What follows belongs to an exercise in optimizing a design on an open flow for small area, a short achievable clock period and few clock cycles; a production flow would make more cautious choices.
Where RTL was checked, it was by simulation tests only, not by an equivalence proof against the original.
The RTL of runs 4 to 6 was laid out without a check of its function.
Power is estimated from default activity; no workload was simulated.

==> flow/design.v <==
module tdm_deframer (
    input  wire        clk,
    input  wire        rst,           
    input  wire        ev_valid,
    output wire        ev_ready,
    input  wire [7:0]  ev_hdr,
    input  wire [31:0] ev_pos,
    input  wire [31:0] ev_payload,
    output reg  [1:0]  want,          
    output wire        fatal,
    output wire        rec_valid,
    input  wire        rec_ready,
    output reg  [4:0]  rec_cls,
    output reg         rec_line,
    output reg  [3:0]  rec_slot,
    output reg  [3:0]  rec_field,
    output reg  [19:0] rec_value,
    output reg  [4:0]  rec_width,
    output reg  [31:0] rec_start,
    output reg  [31:0] rec_end
);
    localparam [2:0] K_FALL  = 3'd1,
                     K_RISE  = 3'd2,
                     K_END   = 3'd3,
                     K_RESET = 3'd4,
                     K_SETUP = 3'd6;
    localparam [2:0] PH_UNCONF    = 3'd0,
                     PH_AWAIT_1ST = 3'd1,
                     PH_AWAIT_FAL = 3'd2,
                     PH_AWAIT_RIS = 3'd3,
                     PH_ENDED     = 3'd4,
                     PH_CFG_ERR   = 3'd5;
    localparam [3:0] F_BIT = 4'd0, F_SLOTRAW = 4'd1, F_READY = 4'd2,
                     F_VALID = 4'd3, F_RSV = 4'd4, F_CODEC = 4'd5,
                     F_RW = 4'd6, F_ADDR = 4'd7, F_DATA = 4'd8, F_RAW = 4'd9;
    localparam [4:0] CLS_ERROR = 5'd31;
    reg  [2:0]  phase;
    reg  [31:0] last_pos;
    reg         last_pos_vld;
    reg         lat_out, lat_in;
    reg         hb;
    reg  [31:0] b_pos;
    reg         b_sync, b_first, b_lo, b_li;
    reg         hl;
    reg         hl_sync, hl_first;
    reg  [31:0] p_cur;          
    reg         sync_prev;
    reg         frame_act;
    reg  [3:0]  slot_k;
    reg  [4:0]  slot_j;
    reg  [19:0] sr_out, sr_in;
    reg  [11:0] valid_out, valid_in;
    reg  [31:0] pos_s;          
    reg  [31:0] cap_a;          
    reg  [31:0] cap_b;          
    reg  [31:0] cap_c;          
    reg         bit_ph;         
    reg         sv;             
    reg  [13:2] em_oh;          
    reg  [3:0]  em_k;           
    reg  [3:0]  em_kc;          
    reg  [3:0]  ss;             
    reg  [3:0]  es;             
    reg  [4:0]  d_cls, d_wid;   
    reg  [3:0]  d_fld;
    reg         d_line;
    reg  [10:0] d_vm;           
    assign fatal = (phase == PH_CFG_ERR);
    always @(*) begin
        case (phase)
            PH_AWAIT_1ST, PH_AWAIT_RIS: want = 2'd2;
            PH_AWAIT_FAL:               want = 2'd1;
            default:                    want = 2'd0;
        endcase
    end
    assign ev_ready = !(hb && hl);
    wire [2:0] kind     = ev_hdr[2:0];
    wire       hdr_rsvd = (kind == 3'd0) || (kind == 3'd7) || ev_hdr[7];
    function [1:0] gt_merge;
        input [1:0] hi, lo;
        gt_merge = {hi[1] | (!hi[0] & lo[1]), hi[0] | (!hi[1] & lo[0])};
    endfunction
    reg  [1:0] gt_t [0:62];
    integer    g;
    always @(*) begin
        for (g = 0; g < 32; g = g + 1)
            gt_t[31 + g] = {ev_pos[g] & !last_pos[g], !ev_pos[g] & last_pos[g]};
        for (g = 30; g >= 0; g = g - 1)
            gt_t[g] = gt_merge(gt_t[2 * g + 2], gt_t[2 * g + 1]);
    end
    wire       pos_ok   = !last_pos_vld || gt_t[0][1];
    wire       ev_take  = ev_valid && ev_ready && !hdr_rsvd;
    wire do_setup = ev_take && (kind == K_SETUP);
    wire do_reset = ev_take && (kind == K_RESET) && (phase != PH_CFG_ERR);
    wire do_end   = ev_take && (kind == K_END) &&
                    (phase != PH_UNCONF) && (phase != PH_CFG_ERR);
    wire do_fall  = ev_take && (kind == K_FALL) && (phase == PH_AWAIT_FAL) && pos_ok;
    wire do_rise1 = ev_take && (kind == K_RISE) && (phase == PH_AWAIT_1ST) && pos_ok;
    wire do_rise  = ev_take && (kind == K_RISE) && (phase == PH_AWAIT_RIS) && pos_ok;
    wire do_rx    = do_rise1 || do_rise;
    wire pop    = !sv && hb && (b_first || (bit_ph && rec_ready));
    wire b_free = !hb || pop;
    wire       start   = !sync_prev && b_sync;
    wire       acc     = start || (frame_act && (slot_k != 4'd13));
    wire [4:0] acc_j   = start ? 5'd0 : slot_j;
    wire [3:0] acc_k   = start ? 4'd0 : slot_k;
    wire [4:0] acc_jn  = acc_j + 5'd1;
    wire       acc_k0  = (acc_k == 4'd0);
    wire       acc_cmp = acc_k0 ? (acc_j == 5'd15) : (acc_j == 5'd19);
    wire [19:0] sr_out_n = {sr_out[18:0], b_lo};
    wire [19:0] sr_in_n  = {sr_in[18:0],  b_li};
    wire       cap_b_at = acc_k0 ? (acc_j == 5'd12) :
                          (acc_k == 4'd1) ? (acc_j == 5'd7)  :
                          (acc_k == 4'd2) && (acc_j == 5'd15);
    wire [19:0] v_out = em_kc[0] ? {4'd0, sr_out[15:0]} : sr_out;
    wire [19:0] v_in  = em_kc[0] ? {4'd0, sr_in[15:0]}  : sr_in;
    wire        vb_out = valid_out[4'd12 - em_k];
    wire        vb_in  = valid_in[4'd12 - em_k];
    wire [4:0] rm_out = em_kc[0] ? {1'b1, v_out[2], 3'b111} :
                        !vb_out  ? 5'b00000 :
                        em_kc[1] ? {1'b0, (v_out[11:0] != 12'd0), 3'b111} :
                        em_kc[2] ? {2'b00, (v_out[3:0] != 4'd0), 2'b11} :
                                   5'b00001;
    wire [4:0] rm_in  = em_kc[0] ? {1'b1, v_in[2], 3'b111} :
                        !vb_in   ? 5'b00000 :
                        em_kc[1] ? {(v_in[11:0] != 12'd0), 1'b1, 1'b1, v_in[19], 1'b1} :
                        em_kc[2] ? {2'b00, (v_in[3:0] != 4'd0), 2'b11} :
                                   5'b00001;
    wire [13:2] present = {rm_in, rm_out, 2'b11};
    reg  [13:2] above, nx_oh;
    reg         seen;
    integer     i;
    always @(*) begin
        seen = 1'b0;
        for (i = 2; i <= 13; i = i + 1) begin
            above[i] = seen;
            seen = seen | em_oh[i];
        end
        seen = 1'b0;
        for (i = 2; i <= 13; i = i + 1) begin
            nx_oh[i] = present[i] && above[i] && !seen;
            seen = seen | (present[i] && above[i]);
        end
    end
    wire em_last = !seen;
    wire [4:0] nr_oh  = nx_oh[8:4] | nx_oh[13:9];
    wire       n_line = nx_oh[3] | (|nx_oh[13:9]);
    wire       n_rawe = nx_oh[3];                    
    wire       n_k1o = em_kc[1] & !n_line, n_k1i = em_kc[1] & n_line;
    wire       n_ready = em_kc[0] & nr_oh[0];
    wire       n_valid = em_kc[0] & nr_oh[1];
    wire       n_rsv0  = em_kc[0] & (nr_oh[2] | nr_oh[3]);
    wire       n_codec = em_kc[0] & nr_oh[4];
    wire       n_rw    = n_k1o & nr_oh[0];
    wire       n_rsv1  = n_k1i & (nr_oh[0] | nr_oh[1]);
    wire       n_addr  = (n_k1o & nr_oh[1]) | (n_k1i & nr_oh[2]);
    wire       n_rsv12 = (n_k1o & (nr_oh[2] | nr_oh[3])) | (n_k1i & (nr_oh[3] | nr_oh[4]));
    wire       n_data  = em_kc[2] & nr_oh[0];
    wire       n_rsv4  = em_kc[2] & (nr_oh[1] | nr_oh[2]);
    wire       n_raw   = em_kc[3] & !n_rawe;
    wire       n_err   = (em_kc[0] & nr_oh[3]) | (n_k1o & nr_oh[3]) |
                         (n_k1i & (nr_oh[1] | nr_oh[4])) | (em_kc[2] & nr_oh[2]);
    wire       n_full  = n_rawe | n_raw;
    wire [4:0] cls_out = 5'd4 + {1'b0, em_k};      
    wire [4:0] cls_in  = 5'd17 + {1'b0, em_k};
    reg  [3:0] ss_nx, es_nx;
    reg  [4:0] cls_nx, wid_nx;
    reg  [3:0] fld_nx;
    reg  [10:0] vm_nx;
    always @(*) begin
        ss_nx[1] = n_valid | n_addr;
        ss_nx[2] = n_rsv0 | n_rsv12 | n_rsv4;
        ss_nx[3] = n_codec;
        ss_nx[0] = !(ss_nx[1] | ss_nx[2] | ss_nx[3]);
        es_nx[1] = n_ready | n_rw | n_rsv1;
        es_nx[2] = n_valid | n_addr | n_data;
        es_nx[3] = n_rsv0;
        es_nx[0] = !(es_nx[1] | es_nx[2] | es_nx[3]);
        cls_nx   = n_rawe ? 5'd3 : n_err ? CLS_ERROR : n_line ? cls_in : cls_out;
        fld_nx   = n_rawe ? F_SLOTRAW : n_ready ? F_READY : n_valid ? F_VALID :
                   n_codec ? F_CODEC : n_rw ? F_RW : n_addr ? F_ADDR :
                   n_data ? F_DATA : n_raw ? F_RAW : F_RSV;
        wid_nx   = (n_rawe & em_kc[0]) ? 5'd16 : n_full ? 5'd20 :
                   (n_valid | n_rsv12) ? 5'd12 : n_codec ? 5'd2 : n_addr ? 5'd7 :
                   n_data ? 5'd16 : n_rsv4 ? 5'd4 : 5'd1;
        vm_nx[0]  = n_full | n_rsv12 | n_rsv4 | n_codec;           
        vm_nx[1]  = n_full | n_rsv12 | n_rsv4;                     
        vm_nx[2]  = n_full | n_rsv12;                              
        vm_nx[3]  = n_full;                                        
        vm_nx[4]  = n_full & !em_kc[0];                            
        vm_nx[5]  = n_valid;                                       
        vm_nx[6]  = n_addr;                                        
        vm_nx[7]  = n_data;                                        
        vm_nx[8]  = n_ready;                                       
        vm_nx[9]  = n_rsv0;                                        
        vm_nx[10] = n_rw | n_rsv1;                                 
    end
    always @(posedge clk) begin
        if (do_setup) begin
            phase        <= (ev_payload[3:0] == 4'hf) ? PH_AWAIT_1ST : PH_CFG_ERR;
            last_pos_vld <= 1'b0;
        end
        if (do_reset) begin
            phase        <= (phase == PH_UNCONF) ? PH_UNCONF : PH_AWAIT_1ST;
            last_pos_vld <= 1'b0;
        end
        if (do_end) begin
            phase        <= PH_ENDED;
            last_pos_vld <= 1'b0;
        end
        if (do_fall) begin
            lat_out      <= ev_hdr[4];
            lat_in       <= ev_hdr[5];
            phase        <= PH_AWAIT_RIS;
        end
        if (do_rx)
            phase        <= PH_AWAIT_FAL;
        if (do_fall || do_rx) begin
            last_pos     <= ev_pos;
            last_pos_vld <= 1'b1;
        end
        if (b_free) begin
            if (hl) begin
                b_pos   <= last_pos;
                b_sync  <= hl_sync;
                b_first <= hl_first;
            end else begin
                b_pos   <= ev_pos;
                b_sync  <= ev_hdr[3];
                b_first <= (phase == PH_AWAIT_1ST);
            end
            b_lo <= lat_out;
            b_li <= lat_in;
        end
        if (do_rx) begin
            hl_sync  <= ev_hdr[3];
            hl_first <= do_rise1;
        end
        hb <= b_free ? (hl || do_rx) : 1'b1;
        hl <= b_free ? 1'b0 : (hl || do_rx);
        if (!sv && hb && !b_first && rec_ready)
            bit_ph <= !bit_ph;
        if (sv && rec_ready) begin
            if (em_last) begin
                sv <= 1'b0;
                ss <= 4'd0;
                es <= 4'd0;
            end else begin
                ss <= ss_nx;
                es <= es_nx;
            end
            d_cls  <= cls_nx;
            d_wid  <= wid_nx;
            d_fld  <= fld_nx;
            d_line <= n_line;
            d_vm   <= em_last ? 11'd0 : vm_nx;
            em_oh <= nx_oh;
        end
        if (pop) begin
            p_cur     <= b_pos;
            sync_prev <= b_sync;
            if (b_first) begin
                frame_act <= 1'b0;
            end else begin
                if (start)
                    frame_act <= 1'b1;
                sv    <= acc && acc_cmp;
                ss    <= {3'd0, acc && acc_cmp};
                es    <= {3'd0, acc && acc_cmp};
                em_oh <= 12'b1;
                d_cls  <= 5'd2;
                d_wid  <= acc_k0 ? 5'd16 : 5'd20;
                d_fld  <= F_SLOTRAW;
                d_line <= 1'b0;
                d_vm   <= (acc && acc_cmp) ? {6'd0, !acc_k0, 4'b1111} : 11'd0;
                em_k  <= acc_k;
                em_kc <= {acc_k > 4'd2, acc_k == 4'd2, acc_k == 4'd1, acc_k0};
                if (acc) begin
                    sr_out <= sr_out_n;
                    sr_in  <= sr_in_n;
                    if (acc_j == 5'd0)   pos_s <= p_cur;
                    if (acc_j == 5'd0)   cap_a <= b_pos;
                    if (cap_b_at)        cap_b <= b_pos;
                    if (acc_j == 5'd13)  cap_c <= b_pos;
                    if (acc_cmp) begin
                        slot_j <= 5'd0;
                        slot_k <= acc_k + 4'd1;
                        if (acc_k0) begin
                            valid_out <= sr_out_n[14:3];
                            valid_in  <= sr_in_n[14:3];
                        end
                    end else begin
                        slot_j <= acc_jn;
                        slot_k <= acc_k;
                    end
                end
            end
        end
        if (rst) begin
            phase        <= PH_UNCONF;
            last_pos_vld <= 1'b0;
            hb           <= 1'b0;
            hl           <= 1'b0;
            bit_ph       <= 1'b0;
            sv           <= 1'b0;
            ss           <= 4'd0;
            es           <= 4'd0;
            d_vm         <= 11'd0;
        end
    end
    assign rec_valid = sv || (hb && !b_first);
    always @(*) begin
        rec_start = ({32{!sv}} & p_cur) | ({32{ss[0]}} & pos_s) | ({32{ss[1]}} & cap_a) |
                    ({32{ss[2]}} & cap_b) | ({32{ss[3]}} & cap_c);
        rec_end   = ({32{!sv}} & b_pos) | ({32{es[0]}} & p_cur) | ({32{es[1]}} & cap_a) |
                    ({32{es[2]}} & cap_b) | ({32{es[3]}} & cap_c);
    end
    wire [19:0] r_v = d_line ? sr_in : sr_out;
    wire [19:0] idm = {{4{d_vm[4]}}, {4{d_vm[3]}}, {8{d_vm[2]}}, {2{d_vm[1]}}, {2{d_vm[0]}}};
    always @(*) begin
        rec_line  = sv ? d_line : bit_ph;
        rec_cls   = sv ? d_cls : {4'd0, bit_ph};
        rec_slot  = sv ? em_k : 4'd15;
        rec_field = sv ? d_fld : F_BIT;
        rec_width = sv ? d_wid : 5'd1;
        rec_value = (idm & r_v) |
                    ({20{d_vm[5]}} & {8'd0, r_v[14:3]}) |
                    ({20{d_vm[6]}} & {13'd0, r_v[18:12]}) |
                    ({20{d_vm[7]}} & {4'd0, r_v[19:4]}) |
                    {19'd0, (d_vm[8] & r_v[15]) | (d_vm[9] & r_v[2]) | (d_vm[10] & r_v[19]) |
                            (!sv & (bit_ph ? b_li : b_lo))};
    end
endmodule
==> flow/flow/run.sh <==
#!/bin/bash
# The standard layout (standard.sh: unchanged synthesis and ORFS steps) with two
# settings added to config.mk:
#  - every input and output port still gets a buffer, but a plain buf_1 rather than
#    the delay cell buffer_ports picks by default.
# standard.sh's full output goes to standard.log in this folder.
set -euo pipefail
cat >> config.mk <<'EOT'
export SETUP_SLACK_MARGIN = 6.5
export BUFFER_PORTS_ARGS = -buffer_cell sky130_fd_sc_hd__buf_1
EOT
bash standard.sh > standard.log 2>&1
==> flow/standard.sh <==
#!/bin/bash
# synth_recipe.tcl (not shown) runs the flow's synth.tcl, then flattens the netlist and writes it again
# the make line also repeats each setting of config.mk as NAME=value (left out here)
make -C /OpenROAD-flow-scripts/flow DESIGN_CONFIG=/design/flow/config.mk WORK_HOME=/design/flow/orfs CLKGATE_MAP_FILE= SYNTH_SCRIPT=/design/flow/synth_recipe.tcl "${@:-finish}"
==> flow/config.mk <==
export PLATFORM = sky130hd
export DESIGN_NAME = tdm_deframer
export DESIGN_NICKNAME = tdm_deframer
export VERILOG_FILES = /design/flow/design.v
export SDC_FILE = /design/flow/constraint.sdc
export NUM_CORES = 4
export LEC_CHECK = 0
export CAP_MARGIN = 5
export CORE_MARGIN = 2
export CORE_UTILIZATION = 60
export CTS_CLUSTER_DIAMETER = 80
export CTS_CLUSTER_SIZE = 24
export PLACE_DENSITY = 0.72
export SLEW_MARGIN = 5
export TNS_END_PERCENT = 5
export SETUP_SLACK_MARGIN = 6.5
export BUFFER_PORTS_ARGS = -buffer_cell sky130_fd_sc_hd__buf_1
==> flow/constraint.sdc <==
create_clock -name core_clock -period 10.0 [get_ports {clk}]
set_input_delay 2.0000 -clock core_clock [delete_from_list [all_inputs] [get_ports {clk}]]
set_output_delay 2.0000 -clock core_clock [all_outputs]
set_load 0.01 [all_outputs]
==> impl_metrics.json, run 1 <==
{
  "cts_tree": "built",
  "synth_area_leaders": "edfxtp_1 (58%), dfxtp_1 (6.5%), a222oi_1 (4.2%), a22oi_1 (3.7%), nand2_1 (3.4%)",
  "die_width_um": 169,
  "synth_cell_types": 84,
  "skew_ps": 18.4,
  "rsz0062_at_grt": "yes",
  "tightest_slew_ps": 993,
  "hp-class": "flop to flop",
  "clk_pin_slew_ps": 100,
  "die-area_um2": 28700,
  "root_buffer": "clkbuf_16",
  "grt_start_max_net_pins": 67,
  "h-tree-depth": 1,
  "grt_usage_pct": 27.4,
  "ys_ff_latch": 368,
  "cp-end-kind": "output pin",
  "cap_violations": 0,
  "n_antenna_cell": 0,
  "finalCritPeriodShare_pct": 40.1,
  "dr.pass1.iters": 11,
  "final_nets": 1520,
  "setup_violations": 0,
  "worstPathRequired_ps": 8000,
  "vias": 11700,
  "hold_buffers": 0,
  "relSlewSlack_pct": 33.8,
  "final_max_slew_viol_count": 0,
  "max_freq_mhz": 250,
  "synth_area_um2": 16400,
  "worstPathCellList": "buf_12 > buf_6 > mux2_4 > a222oi_1 > inv_1 > buf_2",
  "final_hold_viol_count": 0,
  "rrSetupSlack_ps": 6440,
  "ant_nets": 0,
  "area_delta_synth_final_pct": 12.5,
  "period_needed_ps": 4010,
  "synth_area_leader_cell": "edfxtp_1",
  "cts_buffers": 19,
  "antenna_found_initial": 0,
  "tns_ps": 0,
  "netlist_instances": 1293,
  "grt_pass1_vias": 11000,
  "vias_per_cell": 6.54,
  "place.gp.congestion": 0.873,
  "status": "complete, no violations",
  "timing.hold.ws_ps": 407,
  "drive_gt1_share_pct": 12.4,
  "rows": 60,
  "post-route-drc-count": 0,
  "p_leak_uw": 0.00622,
  "slowest_stage": "dfxtp_4",
  "boundaryPins": 184,
  "path_max_fanout": 4,
  "synth_flop_cell": "edfxtp_1",
  "synth_nets": 1380,
  "cts_num_sinks": 368,
  "worst_skew_pair.late_latency_ps": 520,
  "crit_type": "flop to output pin",
  "worst_path_largest_cell_delay_ps": 380,
  "coreArea_um2": 26900,
  "crit_arrival_ps": 2010,
  "routed_wl_um": 41400,
  "ys_warn_count": 2,
  "initial_core_util_pct": 61.1,
  "yosysSeqAreaShare_pct": 64.1,
  "yosysTopAreaCellShare_pct": 57.6,
  "clockBufferDepth": 3,
  "synthArstFlopShare_pct": 0,
  "synth-edff-count": 315,
  "first_iter_violations": 1514,
  "grt_first_pass_wirelength_um": 61100,
  "port_buffers": 154,
  "die_h_um": 169,
  "avgSynthCellArea_um2": 12.7,
  "grt_overflow": 0,
  "hpwl_um": 25400,
  "ir_drop_uv": 128,
  "post_drt_wl_per_cell_um": 23.2,
  "startpoint_type": "flop",
  "p_per_area_nw_per_um2": 141
}
[kinds of logic after synthesis]
family,after synthesis,share of synthesized area (%)
AO/OA/AOI/OAI,345,16.1
XOR/XNOR,13,0.694
adder cells (fa/ha/maj),30,2.00
buffers and inverters,129,3.02
flip-flops,368,64.1
multiplexers,53,3.72
AND/OR/NAND/NOR,355,10.4
[cell usage in the layout, fill, tap and decap left out, types with 6 or more instances in the layout]
cell	count
o21a_1	7
buf_4	18
clkbuf_1	11
buf_1	144
edfxtp_1	315
buf_2	7
buf_12	8
maj3_1	15
and2_1	32
ha_1	10
mux2_4	11
nor2b_1	20
o22ai_1	6
o21ai_0	48
nand2_1	148
inv_1	46
or4_1	6
o21ai_1	7
buf_6	11
dfxtp_1	44
a21oi_1	42
nand2b_1	23
nor2_1	55
a22oi_1	76
nor3_1	12
a211oi_1	10
xnor2_1	9
dfxtp_4	6
clkbuf_16	19
a222oi_1	69
nand3_1	16
mux2i_1	7
mux2_2	33
[path summary, 6_finish.rpt]
| path | end | depth (start not counted) | from |
|---|---|---|---|
| min reg2reg | b_li | 0 | lat_in |
| max reg2reg | d_wid[2] | 9 | em_kc[0] |
| min | b_li | 0 | lat_in |
| max | rec_value[7] | 6 | d_line |
[metrics by stage]
stage	worst slack [ps]	area [um2]	instances	total power (uW)	utilization, %
5_1_grt	5950	18500	1786	2660	68.7
3_3_place_gp	5070	17300	1722	1770	64.3
4_1_cts	6050	18200	1770	2610	67.6
6_report	5990	18500	1786	2600	68.7
2_1_floorplan	5640	16500	1293	1740	-
3_5_place_dp	5090	17300	1722	1770	64.3
[registers in the layout (all words and copies together) (netlist names), 20 cells and up]
signal    cells
sr_in        20
b_pos        32
pos_s        32
sr_out       20
p_cur        32
cap_a        32
last_pos     32
cap_b        32
cap_c        32
[layer usage]
layer	part of all wire [%]	global-route usage (%)
met3	9.7	4.50
met1	41	38.2
met2	47	45.3
met5	0	0
met4	2.5	7.06
[power breakdown]
group / switching [uW] / internal [uW] / leakage, uW
Sequential: 10.1 / 1660 / 0.00332
Clock: 465 / 395 / 0.000273
Combinational: 39.9 / 28.6 / 0.00262
[worst max-delay path, delay by kind of cell (launching register included)]
family	cells	cell delay, ps
buf+inv	4	460
mux	1	320
flops	1	380
compound gates	1	330
[cells in the mapped netlist (3+ instances only)]
library cell  instances
o311a_1               3
a21o_1                5
o21a_1                7
a22oi_1              80
or4_1                 6
nor3_1               13
o2111ai_1             4
nor2_1               57
and3_1                8
a22o_1                5
a221oi_1              3
xnor2_1               9
nand2b_1             23
clkbuf_1             70
nor2b_1              21
dfxtp_1              53
xor2_1                4
a222oi_1             69
mux2_2               44
mux2i_1               7
nor4_1                4
and2_1               32
a211oi_1             11
a21oi_1              44
inv_1                49
a221o_1               3
nand3_1              18
nor3b_1               4
a2bb2oi_1             3
edfxtp_1            315
nand4_1               5
or3_1                 4
o21ai_0              54
buf_1                 4
nand2_1             150
o21ai_1               3
o31ai_1               4
maj3_1               19
a31oi_1               4
ha_1                 11
a32o_1                3
buf_2                 3
o22ai_1               6
[repair_timing]
action | 4_1_cts | 5_1_grt
endpoints found under the hold margin | 0 | 0
cloned | 3 | 6
pin swaps | 15 | 14
setup buffers | 12 | 10
setup endpoints to repair | 304 | 306
resized for setup | 46 | 47
[cell type report]
class	count	area, um2
Multi-Input combinational cell	800	5660
Tap cell	341	427
Clock inverter	2	38.8
Fill cell	1932	8410
Sequential cell	368	10500
Timing Repair Buffer	189	1010
Inverter	50	204
Clock buffer	31	531
Timing Repair inverter	5	50.0
Testbench counts, summed over its fixed seeds: cycles 36,275.
==> run 2: changes to the inputs <==
--- a/flow/flow/run.sh
+++ b/flow/flow/run.sh
@@ -6,7 +6,7 @@
 # standard.sh's full output goes to standard.log in this folder.
 set -euo pipefail
 cat >> config.mk <<'EOT'
-export SETUP_SLACK_MARGIN = 6.5
+export SETUP_SLACK_MARGIN = 6.1
 export BUFFER_PORTS_ARGS = -buffer_cell sky130_fd_sc_hd__buf_1
 EOT
 bash standard.sh > standard.log 2>&1
--- a/flow/config.mk
+++ b/flow/config.mk
@@ -12,6 +12,6 @@
 export CTS_CLUSTER_SIZE = 24
 export PLACE_DENSITY = 0.72
 export SLEW_MARGIN = 5
-export TNS_END_PERCENT = 5
-export SETUP_SLACK_MARGIN = 6.5
+export TNS_END_PERCENT = 2
+export SETUP_SLACK_MARGIN = 6.1
 export BUFFER_PORTS_ARGS = -buffer_cell sky130_fd_sc_hd__buf_1
==> impl_metrics.json, run 2 <==
{
  "finalCritPeriodShare_pct": 40.3,
  "place.gp.congestion": 0.873,
  "grt_start_max_net_pins": 67,
  "first_iter_violations": 1543,
  "cts_buffers": 19,
  "synth_top_family_by_area": "compound AO/OA/AOI/OAI gates",
  "final_common_cell": "edfxtp_1",
  "clk_pin_slew_ps": 100,
  "power.net_switching_uw": 517,
  "p_sw_share_pct": 19.9,
  "synth-edff-count": 315,
  "p_comb_share_pct": 2.6,
  "reg2regPathDepth": 11,
  "grt_usage_pct": 27.1,
  "synth_area_um2": 16400,
  "ant_nets": 0,
  "grt_first_pass_wirelength_um": 60500,
  "p_per_area_nw_per_um2": 143,
  "relSlewSlack_pct": 35.1,
  "hpwl_um": 25400,
  "antenna_found_initial": 0,
  "area_delta_synth_final_pct": 10.8,
  "n_antenna_cell": 0,
  "tns_ps": 0,
  "post_drt_wl_per_cell_um": 22.8,
  "avgSynthCellArea_um2": 12.7,
  "ir_drop_uv": 128,
  "cap_violations": 0,
  "drive_gt1_share_pct": 10.1,
  "synth_cell_types": 84,
  "synth_area_leaders": "edfxtp_1 (58%), dfxtp_1 (6.5%), a222oi_1 (4.2%), a22oi_1 (3.7%), nand2_1 (3.4%)",
  "synth_area_leader_cell": "edfxtp_1",
  "layout.cells.most_common_list": "edfxtp_1 (315), nand2_1 (149), buf_1 (149)",
  "final_hold_viol_count": 0,
  "worstPathRequired_ps": 8000,
  "ys_ff_latch": 368,
  "pwr-share-seq_pct": 64.3,
  "crit_arrival_ps": 2030,
  "worstSetupStartpoint": "es[3]",
  "min_delay_path_depth": 0,
  "boundaryPins": 184,
  "max_freq_mhz": 248,
  "setup_violations": 0,
  "rsz0062_at_grt": "yes",
  "hp-class": "flop to flop",
  "path_max_fanout": 33,
  "fin_util_pct": 67.7,
  "ys_warn_count": 2,
  "die-area_um2": 28700,
  "dr.pass1.iters": 9,
  "synth_compound_area_share_pct": 16.1,
  "vias_per_cell": 6.53,
  "p_leak_uw": 0.00609,
  "synth-xor-area-share_pct": 0.694,
  "intPower_uw": 2080,
  "synth.most_common_cell": "edfxtp_1",
  "startpoint_type": "flop",
  "ys_top_cells_by_count": "edfxtp_1 (315), nand2_1 (150), a22oi_1 (80)",
  "synthArstFlopShare_pct": 0,
  "r2r_start": "em_k[1]",
  "clkPwrFrac_pct": 33.2,
  "final_max_slew_viol_count": 0,
  "grt_pass1_vias": 11000,
  "synthAdderAreaFrac_pct": 2.00,
  "tightest_slew_ps": 974,
  "h-tree-depth": 1,
  "hp-start": "lat_in",
  "coreArea_um2": 26900,
  "synthSimpleGateAreaFrac_pct": 10.4,
  "port_buffers": 154,
  "initial_core_util_pct": 61.1,
  "rows": 60,
  "synth_nets": 1380,
  "yosysTopAreaCellShare_pct": 57.6,
  "final_nets": 1504,
  "grt_overflow": 0,
  "synthMuxAreaShare_pct": 3.72,
  "netlist_instances": 1293,
  "cp-end-kind": "output pin",
  "post-route-drc-count": 0,
  "clockBufferDepth": 3,
  "synth_flop_cell": "edfxtp_1",
  "skew_ps": 17.4,
  "die_width_um": 169,
  "crit_type": "flop to output pin",
  "die_h_um": 169,
  "cts_num_sinks": 368,
  "period_needed_ps": 4030,
  "routed_wl_um": 40300,
  "worst_skew_pair.late_latency_ps": 520,
  "vias": 11600,
  "root_buffer": "clkbuf_16",
  "cts_tree": "built",
  "status": "complete, no violations",
  "yosysSeqAreaShare_pct": 64.1
}
## run 2: through the flow
step | power [uW] | instance area (um2) | instances | setup slack, ps | hold WS, ps
floorplan | 1740 | 16500 | 1293 | 5640 | 400
global placement | 1770 | 17300 | 1722 | 5070 | 407
detailed placement | 1770 | 17300 | 1722 | 5090 | 405
CTS | 2610 | 18100 | 1767 | 5880 | 415
global route | 2660 | 18200 | 1770 | 5930 | 417
finish | 2600 | 18200 | 1770 | 5970 | 411
## run 2: critical path, stage by stage, from the launching register on
cell	delay, ps
dfxtp_2	920
a222oi_1	210
nand2_1	190
buf_1	180
## run 2: final timing paths
kind | end | slack [ps]
hold reg to reg | b_li | 410
setup reg to reg | d_cls[0] | 6270
setup / recovery | rec_end[31] | 5970
hold / removal | b_li | 410
## run 2: cell type report
class | count | area, um2
sequential | 368 | 10500
tap | 341 | 427
timing repair inverter | 3 | 25.0
inverter | 50 | 204
clock inverter | 2 | 38.8
timing repair buffer | 178 | 863
multi-input combinational | 797 | 5560
fill | 1960 | 8690
clock buffer | 31 | 531
## run 2: timing repair
item / 4_1_cts / 5_1_grt
setup endpoints to repair: 265 / 257
pin swaps: 5 / 6
endpoints found under the hold margin: 0 / 0
hold buffers: 0 / 0
buffers inserted: 10 / 1
cloned: 2 / 2
resized for setup: 20 / 22
## run 2: metal layers
metal	up-vias	part of all wire (%)	track usage, %
met5	-	0	0
met4	0	2.4	7.25
met3	69	8.7	4.22
met2	578	48	44.6
met1	5640	41	38.0
li1	5277	-	-
## run 2: power groups by stage
stage | logic, uW | clock network, uW | registers [uW]
6_report | 66.6 | 863 | 1670
5_1_grt | 73.5 | 918 | 1670
4_1_cts | 65.7 | 869 | 1670
3_5_place_dp | 64.5 | 0 | 1710
3_3_place_gp | 63.3 | 0 | 1710
2_1_floorplan | 38.1 | 0 | 1700
## run 2: kinds of logic after synthesis
family,count (synthesis)
adders and majority gates,30
and+or+nand+nor,355
AOI/OAI and AO/OA,345
buffers and inverters,129
xor gates and xnor gates,13
DFF,368
muxes,53
==> run 3: changes to the inputs <==
--- a/flow/flow/run.sh
+++ b/flow/flow/run.sh
@@ -6,7 +6,7 @@
 # standard.sh's full output goes to standard.log in this folder.
 set -euo pipefail
 cat >> config.mk <<'EOT'
-export SETUP_SLACK_MARGIN = 6.1
+export SETUP_SLACK_MARGIN = 6.0
 export BUFFER_PORTS_ARGS = -buffer_cell sky130_fd_sc_hd__buf_1
 EOT
 bash standard.sh > standard.log 2>&1
--- a/flow/config.mk
+++ b/flow/config.mk
@@ -12,6 +12,6 @@
 export CTS_CLUSTER_SIZE = 24
 export PLACE_DENSITY = 0.72
 export SLEW_MARGIN = 5
-export TNS_END_PERCENT = 2
-export SETUP_SLACK_MARGIN = 6.1
+export TNS_END_PERCENT = 5
+export SETUP_SLACK_MARGIN = 6.0
 export BUFFER_PORTS_ARGS = -buffer_cell sky130_fd_sc_hd__buf_1
==> impl_metrics.json, run 3 <==
{
  "intPower_uw": 2090,
  "ys_warn_count": 2,
  "dr.pass1.iters": 10,
  "final_hold_viol_count": 0,
  "p_per_area_nw_per_um2": 144,
  "synth_flop_cell": "edfxtp_1",
  "area_delta_synth_final_pct": 10.1,
  "worstPathRequired_ps": 8000,
  "clkPwrFrac_pct": 33.4,
  "hp-class": "flop to flop",
  "p_leak_uw": 0.00606,
  "final_max_slew_viol_count": 0,
  "crit_type": "flop to output pin",
  "die_width_um": 169,
  "netlist_instances": 1293,
  "clk_pin_slew_ps": 90,
  "final_common_cell": "edfxtp_1",
  "layout.cells.most_common_list": "edfxtp_1 (315), buf_1 (153), nand2_1 (149)",
  "path_max_fanout": 6,
  "hold_buffers": 0,
  "coreArea_um2": 26900,
  "h-tree-depth": 1,
  "p_comb_share_pct": 2.5,
  "pre_cts_slack_ps": 5300,
  "cts_num_sinks": 368,
  "cts_tree": "built",
  "power.net_switching_uw": 516,
  "worstPathCellList": "buf_6 > buf_4 > mux2_4 > a222oi_1 > inv_1 > buf_2",
  "max_freq_mhz": 249,
  "grt_first_pass_wirelength_um": 60600,
  "grt_use_met2_pct": 43.4,
  "first_iter_violations": 1432,
  "finalCritPeriodShare_pct": 40.1,
  "worst_path_largest_cell_delay_ps": 410,
  "cap_violations": 0,
  "yosysTopAreaCellShare_pct": 57.6,
  "antenna_found_initial": 0,
  "synth.most_common_cell": "edfxtp_1",
  "synth_area_leader_cell": "edfxtp_1",
  "synth_area_leaders": "edfxtp_1 (58%), dfxtp_1 (6.5%), a222oi_1 (4.2%), a22oi_1 (3.7%), nand2_1 (3.4%)",
  "cts_buffers": 19,
  "synth_cell_types": 84,
  "ys_ff_latch": 368,
  "die_h_um": 169,
  "final_nets": 1503,
  "port_buffers": 154,
  "synth_nets": 1380,
  "post_drt_wl_per_cell_um": 22.5,
  "slowest_stage": "dfxtp_4",
  "tns_ps": 0,
  "p_sw_share_pct": 19.8,
  "avgSynthCellArea_um2": 12.7,
  "ys_top_cells_by_count": "edfxtp_1 (315), nand2_1 (150), a22oi_1 (80)",
  "status": "complete, no violations",
  "grt_start_max_net_pins": 67,
  "clockBufferDepth": 3,
  "ant_nets": 0,
  "crit_arrival_ps": 2010,
  "routed_wl_um": 39700,
  "vias_per_cell": 6.44,
  "n_antenna_cell": 0,
  "setup_ws_ps": 5990,
  "grt_use_met3_pct": 3.19,
  "top_usage_layer": "met2",
  "boundaryPins": 184,
  "grt_overflow": 0,
  "skew_ps": 13.0,
  "grt_usage_pct": 27.0,
  "post-route-drc-count": 0,
  "hpwl_um": 25800,
  "grt_pass1_vias": 10800,
  "use_met1_pct": 39.6,
  "vias": 11400,
  "rows": 60,
  "initial_core_util_pct": 61.1,
  "synth_area_um2": 16400,
  "rsz0062_at_grt": "yes",
  "cp-end-kind": "output pin",
  "worst_skew_pair.late_latency_ps": 520,
  "synthArstFlopShare_pct": 0,
  "ir_drop_uv": 137,
  "synth-edff-count": 315,
  "tightest_slew_ps": 936,
  "period_needed_ps": 4010,
  "pwr-share-seq_pct": 64.1,
  "root_buffer": "clkbuf_16",
  "die-area_um2": 28700,
  "place.gp.congestion": 0.961,
  "yosysSeqAreaShare_pct": 64.1,
  "relSlewSlack_pct": 37.6,
  "startpoint_type": "flop",
  "drive_gt1_share_pct": 9.17,
  "setup_violations": 0
}
-- run 3: cell counts after synthesis --
No cell type changed its count.
-- run 3: cells by family (layout without fill, tap and decap cells) --
| group | Yosys count | after routing | share of synthesized area [%] |
|---|---|---|---|
| simple gates | 355 | 355 | 10.4 |
| mux | 53 | 53 | 3.72 |
| xor+xnor | 13 | 13 | 0.694 |
| fa+ha+maj | 30 | 30 | 2.00 |
| flops | 368 | 368 | 64.1 |
| compound gates | 345 | 345 | 16.1 |
| buf+inv | 129 | 264 | 3.02 |
-- run 3: power by group through the flow --
stage / Clock (uW) / Sequential (uW) / Combinational (uW)
after global routing: 931 / 1670 / 71.7
after global placement: 0 / 1710 / 62.4
after floorplan: 0 / 1700 / 37.6
final: 871 / 1670 / 65.5
after detailed placement: 0 / 1710 / 63.5
after CTS: 885 / 1670 / 64.4
-- run 3: critical path, delay by kind of cell, from the launching register on --
family | cells | cell delay (ps)
muxes | 1 | 320
AOI/OAI and AO/OA | 1 | 290
DFF | 1 | 410
buffers and inverters | 4 | 470
-- run 3: final cells by class --
type                       count  area (um2)
clock buffer                  31         542
inverter                      50         193
multi-input combinational    796        5500
sequential                   368       10500
timing repair buffer         181         836
clock inverter                 2        38.8
tap                          341         427
fill                        2005        8800
-- run 3: what timing repair did --
action / 4_1_cts / 5_1_grt
setup buffers: 6 / 1
pin swaps: 2 / 4
cloned: 0 / 1
hold endpoints to repair: 0 / 0
endpoints found under the setup margin: 136 / 121
gates resized for setup: 12 / 18
-- run 3: metrics by stage --
| step | cell area (um2) | hold WS (ps) | total power, uW | instances | utilization [%] |
|---|---|---|---|---|---|
| 2_1_floorplan | 16400 | 400 | 1740 | 1293 | - |
| 3_3_place_gp | 17300 | 425 | 1770 | 1728 | 64.4 |
| 3_5_place_dp | 17300 | 434 | 1770 | 1728 | 64.4 |
| 4_1_cts | 18000 | 451 | 2620 | 1767 | 66.9 |
| 5_1_grt | 18100 | 469 | 2680 | 1769 | 67.2 |
| 6_report | 18100 | 447 | 2610 | 1769 | 67.2 |
-- run 3: routing by layer --
| metal | share of wire (%) | vias to the layer above |
|---|---|---|
| met5 | 0 | - |
| met4 | 2.3 | 0 |
| met3 | 7.6 | 52 |
| met2 | 47 | 516 |
| met1 | 43 | 5548 |
| li1 | - | 5281 |
-- run 3: final timing paths --
check            from            to  slack [ps]  cells after the start
max            d_line  rec_value[7]        5990                      6
min          d_wid[1]      d_wid[1]         450                      2
max reg2reg   em_k[1]      d_cls[0]        6190                     11
min reg2reg  d_wid[1]      d_wid[1]         450                      2
==> run 4: changes to the inputs <==
--- a/flow/design.v
+++ b/flow/design.v
@@ -35,7 +35,8 @@
                      F_RW = 4'd6, F_ADDR = 4'd7, F_DATA = 4'd8, F_RAW = 4'd9;
     localparam [4:0] CLS_ERROR = 5'd31;
     reg  [2:0]  phase;
-    reg  [31:0] last_pos;
+    reg  [31:0] last_new, last_old;
+    reg         lp_new;
     reg         last_pos_vld;
     reg         lat_out, lat_in;
     reg         hb;
@@ -76,6 +77,8 @@
     assign ev_ready = !(hb && hl);
     wire [2:0] kind     = ev_hdr[2:0];
     wire       hdr_rsvd = (kind == 3'd0) || (kind == 3'd7) || ev_hdr[7];
+    wire [31:0] last_pos = lp_new ? last_new : last_old;
+    wire       ev_take  = ev_valid && ev_ready && !hdr_rsvd;
     function [1:0] gt_merge;
         input [1:0] hi, lo;
         gt_merge = {hi[1] | (!hi[0] & lo[1]), hi[0] | (!hi[1] & lo[0])};
@@ -89,7 +92,9 @@
             gt_t[g] = gt_merge(gt_t[2 * g + 2], gt_t[2 * g + 1]);
     end
     wire       pos_ok   = !last_pos_vld || gt_t[0][1];
-    wire       ev_take  = ev_valid && ev_ready && !hdr_rsvd;
+    wire cand_fall = ev_take && (kind == K_FALL) && (phase == PH_AWAIT_FAL);
+    wire cand_rise = ev_take && (kind == K_RISE) &&
+                     ((phase == PH_AWAIT_1ST) || (phase == PH_AWAIT_RIS));
     wire do_setup = ev_take && (kind == K_SETUP);
     wire do_reset = ev_take && (kind == K_RESET) && (phase != PH_CFG_ERR);
     wire do_end   = ev_take && (kind == K_END) &&
@@ -208,20 +213,25 @@
             phase        <= PH_ENDED;
             last_pos_vld <= 1'b0;
         end
-        if (do_fall) begin
-            lat_out      <= ev_hdr[4];
-            lat_in       <= ev_hdr[5];
+        if (do_fall)
             phase        <= PH_AWAIT_RIS;
-        end
         if (do_rx)
             phase        <= PH_AWAIT_FAL;
-        if (do_fall || do_rx) begin
-            last_pos     <= ev_pos;
+        if (do_fall || do_rx)
             last_pos_vld <= 1'b1;
+        if (cand_fall) begin
+            lat_out      <= ev_hdr[4];
+            lat_in       <= ev_hdr[5];
+        end
+        if (cand_fall || cand_rise) begin
+            last_new     <= ev_pos;
+            lp_new       <= pos_ok;
+            if (lp_new)
+                last_old <= last_new;
         end
         if (b_free) begin
             if (hl) begin
-                b_pos   <= last_pos;
+                b_pos   <= last_new;
                 b_sync  <= hl_sync;
                 b_first <= hl_first;
             end else begin
@@ -232,9 +242,9 @@
             b_lo <= lat_out;
             b_li <= lat_in;
         end
-        if (do_rx) begin
+        if (cand_rise) begin
             hl_sync  <= ev_hdr[3];
-            hl_first <= do_rise1;
+            hl_first <= (phase == PH_AWAIT_1ST);
         end
         hb <= b_free ? (hl || do_rx) : 1'b1;
         hl <= b_free ? 1'b0 : (hl || do_rx);
--- a/flow/flow/run.sh
+++ b/flow/flow/run.sh
@@ -6,7 +6,7 @@
 # standard.sh's full output goes to standard.log in this folder.
 set -euo pipefail
 cat >> config.mk <<'EOT'
-export SETUP_SLACK_MARGIN = 6.0
+export SETUP_SLACK_MARGIN = 6.5
 export BUFFER_PORTS_ARGS = -buffer_cell sky130_fd_sc_hd__buf_1
 EOT
 bash standard.sh > standard.log 2>&1
--- a/flow/config.mk
+++ b/flow/config.mk
@@ -7,11 +7,11 @@
 export LEC_CHECK = 0
 export CAP_MARGIN = 5
 export CORE_MARGIN = 2
-export CORE_UTILIZATION = 60
+export CORE_UTILIZATION = 55
 export CTS_CLUSTER_DIAMETER = 80
 export CTS_CLUSTER_SIZE = 24
-export PLACE_DENSITY = 0.72
+export PLACE_DENSITY = 0.7
 export SLEW_MARGIN = 5
 export TNS_END_PERCENT = 5
-export SETUP_SLACK_MARGIN = 6.0
+export SETUP_SLACK_MARGIN = 6.5
 export BUFFER_PORTS_ARGS = -buffer_cell sky130_fd_sc_hd__buf_1
==> impl_metrics.json, run 4 <==
{
  "status": "complete, no violations",
  "netlist_instances": 1367,
  "die-area_um2": 33700,
  "fin_cells": 1917,
  "rows": 65,
  "finalCritPeriodShare_pct": 40.2,
  "tightest_slew_ps": 825,
  "first_iter_violations": 1595,
  "grt_usage_pct": 25.2,
  "final_common_cell": "edfxtp_1",
  "reg2regPathDepth": 10,
  "post_drt_wl_per_cell_um": 22.6,
  "ys_top_cells_by_count": "edfxtp_1 (348), nand2_1 (174), a22oi_1 (80)",
  "relSlewSlack_pct": 45.0,
  "rrSetupSlack_ps": 6500,
  "min_delay_path_depth": 0,
  "startpoint_type": "flop",
  "synth_area_leader_cell": "edfxtp_1",
  "final_nets": 1588,
  "intPower_uw": 2240,
  "port_buffers": 154,
  "fin_util_pct": 62.5,
  "p_sw_share_pct": 20.4,
  "clockBufferDepth": 3,
  "synth_flop_cell": "edfxtp_1",
  "worstPathRequired_ps": 8000,
  "synthArstFlopShare_pct": 0,
  "initial_core_util_pct": 56.0,
  "synth.most_common_cell": "edfxtp_1",
  "yosysSeqAreaShare_pct": 65.0,
  "final_hold_viol_count": 0,
  "p_per_area_nw_per_um2": 142,
  "area_delta_synth_final_pct": 11.7,
  "dp.cells": 1853,
  "hp-class": "flop to flop",
  "hp-start": "lat_out",
  "routed_wl_um": 43400,
  "hpwl_um": 27000,
  "synth_area_um2": 17700,
  "avgSynthCellArea_um2": 13.0,
  "cts_tree": "built",
  "worst_skew_pair.late_latency_ps": 530,
  "synth-edff-count": 348,
  "coreArea_um2": 31600,
  "hold_end": "b_lo",
  "fillers": 2407,
  "ant_nets": 0,
  "cap_violations": 0,
  "drive_gt1_share_pct": 11.4,
  "die_h_um": 183,
  "grt_pass1_vias": 11600,
  "cts_num_sinks": 401,
  "yosysTopAreaCellShare_pct": 59.0,
  "dr.pass1.iters": 10,
  "synth_cell_types": 77,
  "cts_buffers": 21,
  "rsz0062_at_grt": "yes",
  "synth_nets": 1454,
  "path_max_fanout": 4,
  "layout.cells.most_common_list": "edfxtp_1 (348), nand2_1 (173), buf_1 (152)",
  "p_comb_share_pct": 2.4,
  "clkPwrFrac_pct": 33.0,
  "skew_ps": 17.7,
  "root_buffer": "clkbuf_16",
  "n_antenna_cell": 0,
  "h-tree-depth": 1,
  "hold_buffers": 0,
  "grt_first_pass_wirelength_um": 65600,
  "grt_overflow": 0,
  "p_leak_uw": 0.00658,
  "period_needed_ps": 4020,
  "max_freq_mhz": 249,
  "synth_area_leaders": "edfxtp_1 (59%), dfxtp_1 (6.0%), a222oi_1 (3.9%), nand2_1 (3.7%), mux2_2 (3.4%)",
  "r2r_start": "em_k[0]",
  "antenna_found_initial": 0,
  "place.gp.congestion": 0.910,
  "boundaryPins": 184,
  "pwr-share-seq_pct": 64.6,
  "setup_violations": 0,
  "post-route-drc-count": 0,
  "power.net_switching_uw": 575,
  "vias": 12200,
  "vias_per_cell": 6.38,
  "ys_warn_count": 2,
  "grt_start_max_net_pins": 66,
  "ir_drop_uv": 112,
  "die_width_um": 183,
  "ys_ff_latch": 401,
  "clk_pin_slew_ps": 100,
  "final_max_slew_viol_count": 0,
  "tns_ps": 0,
  "crit_type": "flop to output pin",
  "cp-end-kind": "output pin",
  "rr_endpoint": "d_vm[0]",
  "crit_arrival_ps": 2020
}
==> run 4: worst max-delay path by stage <==
stage | start | end | slack (ps) | cells after the start
2_1_floorplan | rec_ready | cap_a[0] | 5470 | 5
3_3_place_gp | rec_ready | cap_b[3] | 5240 | 6
3_5_place_dp | rec_ready | cap_b[17] | 5200 | 6
4_1_cts | d_line | rec_value[7] | 5960 | 6
5_1_grt | d_line | rec_value[9] | 5900 | 6
6_report | d_line | rec_value[9] | 5980 | 6
==> run 4: worst max-delay path, cell delays in order, from the launching register on <==
cell      delay, ps
dfxtp_4         370
buf_12          140
buf_16          130
mux2_4          330
a222oi_1        330
inv_1            70
buf_1           130
==> run 4: area by class of cell <==
| class | instances | area (um2) | share of cell area, % |
|---|---|---|---|
| clock buffer | 33 | 571 | 2.88 |
| clock inverter | 4 | 37.5 | 0.190 |
| inverter | 61 | 241 | 1.22 |
| multi-input combinational | 825 | 5900 | 29.8 |
| sequential | 401 | 11500 | 58.4 |
| tap | 402 | 503 | 2.54 |
| timing repair buffer | 191 | 986 | 4.98 |
==> run 4: power by group through the flow <==
stage                     Sequential (uW)  Combinational, uW  Clock, uW
after floorplan                      1850               37.5          0
after global placement               1860               65.9          0
after detailed placement             1860               66.6          0
after CTS                            1820               67.3        944
after global routing                 1820               75.0       1000
final                                1820               68.0        928
==> run 4: kinds of logic after synthesis <==
kind of cell | share of synthesized area [%]
flip-flops | 65.0
AND/OR/NAND/NOR | 9.33
AO/OA/AOI/OAI | 14.5
buffers and inverters | 3.14
multiplexers | 6.12
adder cells (fa/ha/maj) | 1.29
XOR/XNOR | 0.593
==> run 4: through the flow <==
| stage | total power (uW) | setup WS [ps] | hold WS (ps) | area [um2] |
|---|---|---|---|---|
| 2_1_floorplan | 1890 | 5470 | 400 | 17800 |
| 3_3_place_gp | 1920 | 5240 | 426 | 18600 |
| 3_5_place_dp | 1930 | 5200 | 415 | 18600 |
| 4_1_cts | 2830 | 5960 | 435 | 19500 |
| 5_1_grt | 2900 | 5900 | 438 | 19800 |
| 6_report | 2810 | 5980 | 429 | 19800 |
==> run 4: repair_timing <==
| item | in CTS | in global routing |
|---|---|---|
| gates resized for setup | 34 | 33 |
| pin swaps | 11 | 10 |
| setup endpoints to repair | 412 | 361 |
| hold endpoints to repair | 0 | 0 |
| buffers inserted | 9 | 14 |
| gates cloned | 3 | 1 |
==> run 4: metal layers <==
metal  global-route usage, %  part of all wire (%)  vias up  routed length [um]
li1                        -                     -     5606                   -
met1                    36.3                    42     6016               18200
met2                    41.3                    48      557               20800
met3                    3.66                   8.3       54                3600
met4                    4.64                   1.7        0                 752
met5                       0                     0        -                   0
==> run 5: changes to the inputs <==
--- a/flow/design.v
+++ b/flow/design.v
@@ -81,13 +81,13 @@
     wire       ev_take  = ev_valid && ev_ready && !hdr_rsvd;
     function [1:0] gt_merge;
         input [1:0] hi, lo;
-        gt_merge = {hi[1] | (!hi[0] & lo[1]), hi[0] | (!hi[1] & lo[0])};
+        gt_merge = {hi[1] | (hi[0] & lo[1]), hi[0] & lo[0]};
     endfunction
     reg  [1:0] gt_t [0:62];
     integer    g;
     always @(*) begin
         for (g = 0; g < 32; g = g + 1)
-            gt_t[31 + g] = {ev_pos[g] & !last_pos[g], !ev_pos[g] & last_pos[g]};
+            gt_t[31 + g] = {ev_pos[g] & !last_pos[g], ev_pos[g] ~^ last_pos[g]};
         for (g = 30; g >= 0; g = g - 1)
             gt_t[g] = gt_merge(gt_t[2 * g + 2], gt_t[2 * g + 1]);
     end
==> flow/config.mk (replaced) <==
export PLATFORM = sky130hd
export DESIGN_NAME = tdm_deframer
export DESIGN_NICKNAME = tdm_deframer
export VERILOG_FILES = /design/flow/design.v
export SDC_FILE = /design/flow/constraint.sdc
export NUM_CORES = 4
export LEC_CHECK = 0
export CAP_MARGIN = 20
export CORE_MARGIN = 2
export CORE_UTILIZATION = 50
export CTS_CLUSTER_DIAMETER = 80
export CTS_CLUSTER_SIZE = 30
export PLACE_DENSITY = 0.65
export SLEW_MARGIN = 20
export TNS_END_PERCENT = 10
export SETUP_SLACK_MARGIN = 6.5
export BUFFER_PORTS_ARGS = -buffer_cell sky130_fd_sc_hd__buf_1
==> impl_metrics.json, run 5 <==
{
  "finalCritPeriodShare_pct": 39.8,
  "cpLargestDelayFamily": "flip-flops",
  "crit_buf_inv": 3,
  "final_hold_viol_count": 0,
  "hold_buffers": 0,
  "final_common_cell": "edfxtp_1",
  "reg2regPathDepth": 8,
  "layout.cells.most_common_list": "edfxtp_1 (348), nand2_1 (150), buf_1 (133)",
  "path_max_fanout": 6,
  "post-route-drc-count": 0,
  "p_per_area_nw_per_um2": 142,
  "skew_ps": 35.4,
  "cts_buffers": 20,
  "synth.most_common_cell": "edfxtp_1",
  "ys_ff_latch": 401,
  "place.gp.congestion": 0.883,
  "boundaryPins": 184,
  "post_drt_wl_per_cell_um": 22.9,
  "rr_endpoint": "ss[2]",
  "worstPathRequired_ps": 8000,
  "p_total_uw": 2870,
  "die-area_um2": 37300,
  "clk_pin_slew_ps": 100,
  "cts_num_sinks": 401,
  "rsz0062_at_grt": "yes",
  "cap_violations": 0,
  "tns_ps": 0,
  "final_nets": 1586,
  "worstSetupEndpoint": "rec_value[1]",
  "slowest_stage": "dfxtp_4",
  "relSlewSlack_pct": 28.9,
  "synth_area_leaders": "edfxtp_1 (58%), dfxtp_1 (5.9%), a222oi_1 (3.9%), mux2_2 (3.5%), a22oi_1 (3.3%)",
  "first_iter_violations": 1346,
  "avgSynthCellArea_um2": 13.5,
  "rrSetupSlack_ps": 6510,
  "tightest_slew_ps": 1060,
  "ant_nets": 0,
  "worst_skew_pair.late_latency_ps": 550,
  "startpoint_type": "flop",
  "worstSetupStartpoint": "d_line",
  "yosysTopAreaCellShare_pct": 58.5,
  "cp.depth": 6,
  "hp-class": "flop to flop",
  "yosysSeqAreaShare_pct": 64.4,
  "die_width_um": 193,
  "h-tree-depth": 1,
  "worstPathCellList": "buf_6 > buf_12 > mux2_2 > a22oi_1 > nand2_1 > buf_1",
  "ys_warn_count": 2,
  "dr.pass1.iters": 9,
  "drive_gt1_share_pct": 15.2,
  "crit_arrival_ps": 1980,
  "vias": 12000,
  "period_needed_ps": 3980,
  "grt_usage_pct": 23.2,
  "synth_area_um2": 17900,
  "grt_first_pass_wirelength_um": 66000,
  "area_delta_synth_final_pct": 13.3,
  "grt_overflow": 0,
  "setup_violations": 0,
  "crit_type": "flop to output pin",
  "cp-end-kind": "output pin",
  "cts_tree": "built",
  "vias_per_cell": 6.18,
  "ir_drop_uv": 127,
  "antenna_found_initial": 1,
  "p_leak_uw": 0.00691,
  "hpwl_um": 27100,
  "rows": 69,
  "n_antenna_cell": 0,
  "coreArea_um2": 35400,
  "ys_top_cells_by_count": "edfxtp_1 (348), nand2_1 (152), a22oi_1 (78)",
  "synth_area_leader_cell": "edfxtp_1",
  "grt_pass1_vias": 11400,
  "synth_flop_cell": "edfxtp_1",
  "status": "complete, no violations",
  "synth-edff-count": 348,
  "grt_start_max_net_pins": 67,
  "root_buffer": "clkbuf_16",
  "synthArstFlopShare_pct": 0,
  "initial_core_util_pct": 50.5,
  "max_freq_mhz": 251,
  "synth_nets": 1444,
  "final_max_slew_viol_count": 0,
  "port_buffers": 154,
  "netlist_instances": 1326,
  "routed_wl_um": 44400,
  "r2r_start": "em_k[0]",
  "worst_path_largest_cell_delay_ps": 400,
  "clockBufferDepth": 3,
  "die_h_um": 193,
  "synth_cell_types": 86
}
## run 5: changes by cell type in the layout (fill, tap and decap cells not counted), sizes merged, moves of 7 or more
cell    previous run  this run
maj3               9         0
nor2              54        44
ha                11        42
a21o               2        16
clkinv             1         8
o21ai             43        32
nand2            175       153
clkbuf            33        24
and2              32        24
## run 5: metal layers
layer  part of all wire, %  vias up  GRT usage (%)
li1                      -     5487              -
met1                    41     5935           31.9
met2                    48      507           38.3
met3                   8.4       65           4.29
met4                   2.4        0           5.57
met5                     0        -              0
## run 5: where the power goes
part / internal (uW) / total [uW] / leakage (uW) / switching (uW)
clock network: 433 / 985 / 0.000333 / 552
registers: 1810 / 1820 / 0.00362 / 10.2
logic: 29.4 / 69.2 / 0.00295 / 39.8
## run 5: worst min path at each step
stage / end / from / cells after the start / slack [ps]
floorplan: b_li / lat_in / 0 / 400
global placement: b_li / lat_in / 0 / 420
detailed placement: b_lo / lat_out / 0 / 430
CTS: d_cls[3] / d_cls[3] / 2 / 450
global route: b_lo / lat_out / 0 / 470
finish: d_cls[3] / d_cls[3] / 2 / 440
## run 5: metrics by stage
stage	hold slack, ps	setup slack [ps]	area (um2)	instances	util [%]
2_1_floorplan	400	5460	17900	1326	-
3_3_place_gp	421	4970	18900	1875	53.4
3_5_place_dp	426	4940	18900	1875	53.4
4_1_cts	448	6010	20100	1931	56.7
5_1_grt	467	5920	20200	1941	57.2
6_report	442	6020	20200	1941	57.2
## run 5: worst min-delay path, delay by kind of cell (launching register included)
kind	cells	cell delay, ps
flip-flops	1	320
AND/OR/NAND/NOR	2	90
## run 5: repair_timing
| item | CTS | global route |
|---|---|---|
| gates cloned | 9 | 3 |
| hold endpoints to repair | 0 | 0 |
| resized for setup | 77 | 19 |
| pin swaps | 28 | 7 |
| setup endpoints to repair | 393 | 363 |
| buffers inserted | 13 | 7 |
## run 5: kinds of logic after synthesis
family / after synthesis / share of synthesized area (%)
buf+inv: 138 / 2.95
xor+xnor: 10 / 0.490
flops: 401 / 64.4
simple gates: 315 / 8.52
fa+ha+maj: 42 / 2.94
compound gates: 321 / 14.3
mux: 99 / 6.43
## run 5: final cells by class
| class | count | area (um2) |
|---|---|---|
| multi-input combinational | 790 | 6020 |
| sequential | 401 | 11500 |
| inverter | 56 | 226 |
| timing repair buffer | 193 | 1100 |
| clock inverter | 13 | 166 |
| tap | 461 | 577 |
| clock buffer | 21 | 526 |
| timing repair inverter | 6 | 93.8 |
| fill | 2899 | 15200 |
==> run 6: changes to the inputs <==
--- a/flow/design.v
+++ b/flow/design.v
@@ -65,7 +65,8 @@
     reg  [4:0]  d_cls, d_wid;   
     reg  [3:0]  d_fld;
     reg         d_line;
-    reg  [10:0] d_vm;           
+    reg  [10:0] d_vo, d_vi;     
+    reg         bm_s, bm_e;     
     assign fatal = (phase == PH_CFG_ERR);
     always @(*) begin
         case (phase)
@@ -81,13 +82,13 @@
     wire       ev_take  = ev_valid && ev_ready && !hdr_rsvd;
     function [1:0] gt_merge;
         input [1:0] hi, lo;
-        gt_merge = {hi[1] | (hi[0] & lo[1]), hi[0] & lo[0]};
+        gt_merge = {hi[1] | (!hi[0] & lo[1]), hi[0] | (!hi[1] & lo[0])};
     endfunction
     reg  [1:0] gt_t [0:62];
     integer    g;
     always @(*) begin
         for (g = 0; g < 32; g = g + 1)
-            gt_t[31 + g] = {ev_pos[g] & !last_pos[g], ev_pos[g] ~^ last_pos[g]};
+            gt_t[31 + g] = {ev_pos[g] & !last_pos[g], !ev_pos[g] & last_pos[g]};
         for (g = 30; g >= 0; g = g - 1)
             gt_t[g] = gt_merge(gt_t[2 * g + 2], gt_t[2 * g + 1]);
     end
@@ -263,7 +264,10 @@
             d_wid  <= wid_nx;
             d_fld  <= fld_nx;
             d_line <= n_line;
-            d_vm   <= em_last ? 11'd0 : vm_nx;
+            d_vo   <= (em_last || n_line) ? 11'd0 : vm_nx;
+            d_vi   <= (em_last || !n_line) ? 11'd0 : vm_nx;
+            bm_s   <= em_last;
+            bm_e   <= em_last;
             em_oh <= nx_oh;
         end
         if (pop) begin
@@ -282,7 +286,10 @@
                 d_wid  <= acc_k0 ? 5'd16 : 5'd20;
                 d_fld  <= F_SLOTRAW;
                 d_line <= 1'b0;
-                d_vm   <= (acc && acc_cmp) ? {6'd0, !acc_k0, 4'b1111} : 11'd0;
+                d_vo   <= (acc && acc_cmp) ? {6'd0, !acc_k0, 4'b1111} : 11'd0;
+                d_vi   <= 11'd0;
+                bm_s   <= !(acc && acc_cmp);
+                bm_e   <= !(acc && acc_cmp);
                 em_k  <= acc_k;
                 em_kc <= {acc_k > 4'd2, acc_k == 4'd2, acc_k == 4'd1, acc_k0};
                 if (acc) begin
@@ -315,29 +322,37 @@
             sv           <= 1'b0;
             ss           <= 4'd0;
             es           <= 4'd0;
-            d_vm         <= 11'd0;
+            d_vo         <= 11'd0;
+            d_vi         <= 11'd0;
+            bm_s         <= 1'b1;
+            bm_e         <= 1'b1;
         end
     end
     assign rec_valid = sv || (hb && !b_first);
     always @(*) begin
-        rec_start = ({32{!sv}} & p_cur) | ({32{ss[0]}} & pos_s) | ({32{ss[1]}} & cap_a) |
+        rec_start = ({32{bm_s}} & p_cur) | ({32{ss[0]}} & pos_s) | ({32{ss[1]}} & cap_a) |
                     ({32{ss[2]}} & cap_b) | ({32{ss[3]}} & cap_c);
-        rec_end   = ({32{!sv}} & b_pos) | ({32{es[0]}} & p_cur) | ({32{es[1]}} & cap_a) |
+        rec_end   = ({32{bm_e}} & b_pos) | ({32{es[0]}} & p_cur) | ({32{es[1]}} & cap_a) |
                     ({32{es[2]}} & cap_b) | ({32{es[3]}} & cap_c);
     end
-    wire [19:0] r_v = d_line ? sr_in : sr_out;
-    wire [19:0] idm = {{4{d_vm[4]}}, {4{d_vm[3]}}, {8{d_vm[2]}}, {2{d_vm[1]}}, {2{d_vm[0]}}};
+    function [19:0] fval;
+        input [10:0] m;
+        input [19:0] v;
+        begin
+            fval = ({{4{m[4]}}, {4{m[3]}}, {8{m[2]}}, {2{m[1]}}, {2{m[0]}}} & v) |
+                   ({20{m[5]}} & {8'd0, v[14:3]}) |
+                   ({20{m[6]}} & {13'd0, v[18:12]}) |
+                   ({20{m[7]}} & {4'd0, v[19:4]}) |
+                   {19'd0, (m[8] & v[15]) | (m[9] & v[2]) | (m[10] & v[19])};
+        end
+    endfunction
     always @(*) begin
         rec_line  = sv ? d_line : bit_ph;
         rec_cls   = sv ? d_cls : {4'd0, bit_ph};
         rec_slot  = sv ? em_k : 4'd15;
         rec_field = sv ? d_fld : F_BIT;
         rec_width = sv ? d_wid : 5'd1;
-        rec_value = (idm & r_v) |
-                    ({20{d_vm[5]}} & {8'd0, r_v[14:3]}) |
-                    ({20{d_vm[6]}} & {13'd0, r_v[18:12]}) |
-                    ({20{d_vm[7]}} & {4'd0, r_v[19:4]}) |
-                    {19'd0, (d_vm[8] & r_v[15]) | (d_vm[9] & r_v[2]) | (d_vm[10] & r_v[19]) |
-                            (!sv & (bit_ph ? b_li : b_lo))};
+        rec_value = fval(d_vo, sr_out) | fval(d_vi, sr_in) |
+                    {19'd0, !sv & (bit_ph ? b_li : b_lo)};
     end
 endmodule
==> flow/config.mk (replaced) <==
export PLATFORM = sky130hd
export DESIGN_NAME = tdm_deframer
export DESIGN_NICKNAME = tdm_deframer
export VERILOG_FILES = /design/flow/design.v
export SDC_FILE = /design/flow/constraint.sdc
export NUM_CORES = 4
export LEC_CHECK = 0
export CAP_MARGIN = 5
export CORE_MARGIN = 2
export CORE_UTILIZATION = 55
export CTS_CLUSTER_DIAMETER = 80
export CTS_CLUSTER_SIZE = 24
export PLACE_DENSITY = 0.7
export SLEW_MARGIN = 5
export TNS_END_PERCENT = 5
export SETUP_SLACK_MARGIN = 6.5
export BUFFER_PORTS_ARGS = -buffer_cell sky130_fd_sc_hd__buf_1
==> impl_metrics.json, run 6 <==
{
  "synthArstFlopShare_pct": 0,
  "ys_top_cells_by_count": "edfxtp_1 (348), nand2_1 (163), a22oi_1 (128)",
  "worst_path_largest_cell_delay_ps": 470,
  "setup_violations": 0,
  "root_buffer": "clkbuf_16",
  "ys_warn_count": 2,
  "rsz0062_at_grt": "yes",
  "max_freq_mhz": 254,
  "post_drt_wl_per_cell_um": 24.7,
  "rows": 66,
  "grt_start_max_net_pins": 66,
  "p_comb_share_pct": 2.2,
  "vias_per_cell": 6.62,
  "fillers": 2530,
  "hpwl_um": 29900,
  "clkPwrFrac_pct": 34.2,
  "grt_usage_pct": 26.6,
  "period_needed_ps": 3940,
  "layout.cells.most_common_list": "edfxtp_1 (348), nand2_1 (161), buf_1 (145)",
  "antenna_found_initial": 0,
  "area_delta_synth_final_pct": 13.0,
  "dr.pass1.iters": 9,
  "slowest_stage": "dfxtp_4",
  "n_antenna_cell": 0,
  "ir_drop_uv": 114,
  "synth-edff-count": 348,
  "worstPathCellList": "buf_16 > a222oi_1 > nand2_1 > buf_1",
  "hold_buffers": 0,
  "tns_ps": 0,
  "multiInputGateArea_um2": 6180,
  "p_total_uw": 2940,
  "place.gp.congestion": 0.911,
  "finalCritPeriodShare_pct": 39.4,
  "timing.hold.ws_ps": 426,
  "crit_arrival_ps": 1940,
  "cpLargestDelayFamily": "flip-flops",
  "initial_core_util_pct": 56.1,
  "first_iter_violations": 1803,
  "cp-end-kind": "output pin",
  "ys_ff_latch": 414,
  "vias": 13500,
  "final_nets": 1670,
  "port_buffers": 154,
  "clockBufferDepth": 3,
  "synth_area_leaders": "edfxtp_1 (57%), dfxtp_1 (7.2%), a22oi_1 (5.2%), a222oi_1 (3.5%), nand2_1 (3.3%)",
  "crit_buf_inv": 2,
  "grt_overflow": 0,
  "cap_violations": 0,
  "final_hold_viol_count": 0,
  "pre_cts_slack_ps": 5190,
  "clk_pin_slew_ps": 90,
  "relSlewSlack_pct": 44.7,
  "cts_buffers": 22,
  "cts_tree": "built",
  "synth.most_common_cell": "edfxtp_1",
  "power.net_switching_uw": 600,
  "drive_gt1_share_pct": 12.1,
  "pwr-share-seq_pct": 63.6,
  "die_width_um": 187,
  "die_h_um": 187,
  "routed_wl_um": 50300,
  "p_per_area_nw_per_um2": 142,
  "grt_first_pass_wirelength_um": 72800,
  "synth_flop_cell": "edfxtp_1",
  "synth_nets": 1524,
  "yosysTopAreaCellShare_pct": 57.0,
  "cts_num_sinks": 414,
  "p_leak_uw": 0.00693,
  "yosysSeqAreaShare_pct": 64.2,
  "netlist_instances": 1437,
  "skew_ps": 15.2,
  "worst_skew_pair.late_latency_ps": 550,
  "die-area_um2": 34800,
  "startpoint_type": "flop",
  "grt_pass1_vias": 12700,
  "coreArea_um2": 32700,
  "boundaryPins": 184,
  "p_sw_share_pct": 20.4,
  "final_max_slew_viol_count": 0,
  "seqCellArea_um2": 11800,
  "intPower_uw": 2340,
  "h-tree-depth": 1,
  "setup_ws_ps": 6060,
  "path_max_fanout": 18,
  "synth_cell_types": 83,
  "synth_area_um2": 18300,
  "avgSynthCellArea_um2": 12.8,
  "synth_area_leader_cell": "edfxtp_1",
  "ant_nets": 0,
  "worstPathRequired_ps": 8000,
  "crit_type": "flop to output pin",
  "post-route-drc-count": 0,
  "final_common_cell": "edfxtp_1",
  "tightest_slew_ps": 829,
  "hp-class": "flop to flop",
  "status": "complete, no violations"
}
[run 6: cell count changes in the layout (fill, tap and decap cells not counted), moves of 10 or more]
cell	before	now
o21ai_0	27	39
nor2_1	41	56
nand2_1	150	161
buf_2	16	5
buf_4	21	33
ha_1	42	10
mux2_4	12	0
clkbuf_1	0	10
a22oi_1	74	120
a21o_1	16	6
buf_1	133	145
mux2_2	46	33
[run 6: area by class of cell]
| type | instances | area share [%] |
|---|---|---|
| flip-flops and latches | 414 | 57.0 |
| multi-input cells | 880 | 29.8 |
| repair buffers | 208 | 6.19 |
| clock buffers | 35 | 3.09 |
| well taps | 442 | 2.67 |
| inverters | 57 | 1.03 |
| clock inverters | 5 | 0.229 |
[run 6: path summary, 6_finish.rpt]
kind / start / endpoint / slack (ps) / cells after the start
worst max-delay path: es[3] / rec_end[30] / 6060 / 4
worst min-delay path: lat_out / b_lo / 430 / 0
worst max register to register: em_kc[0] / d_vo[0] / 6420 / 8
worst min register to register: lat_out / b_lo / 430 / 0
[run 6: cell families after synthesis]
group / synth area share [%]
DFF: 64.2
AOI/OAI and AO/OA: 17.0
and+or+nand+nor: 9.51
buffers and inverters: 3.25
muxes: 4.70
adders and majority gates: 0.805
xor gates and xnor gates: 0.566
[run 6: stage by stage]
stage | utilization, % | instances | instance area (um2)
global placement | 58.9 | 1955 | 19300
detailed placement | 58.9 | 1955 | 19300
CTS | 61.8 | 2010 | 20200
floorplan | - | 1437 | 18400
global route | 63.4 | 2041 | 20700
finish | 63.4 | 2041 | 20700
[run 6: routing by layer]
metal	wire length, um	GRT usage [%]	vias to the layer above
li1	-	-	5987
met4	1490	7.94	0
met3	5550	4.57	101
met5	0	0	-
met1	19000	36.1	6600
met2	24300	44.1	818
[run 6: worst register-to-register path, stage by stage (launching register included)]
cell and delay (ps):
edfxtp_1 820, clkinv_1 570, o311a_1 310, o32a_1 240, o311a_1 210, a21o_1 210
o21ai_1 530, nand4_1 240, a221o_1 340
[run 6: power groups by stage]
stage               sequential [uW]  clock (uW)  combinational [uW]
floorplan                      1910           0                34.7
global placement               1910           0                62.3
detailed placement             1910           0                63.6
CTS                            1870        1010                64.5
global route                   1870        1070                71.2
finish                         1870        1000                64.7
[run 6: repair_timing]
action | in CTS | in global routing
endpoints found under the setup margin | 309 | 341
pin swaps | 8 | 20
resized for setup | 29 | 39
cloned | 4 | 1
buffers inserted | 11 | 30
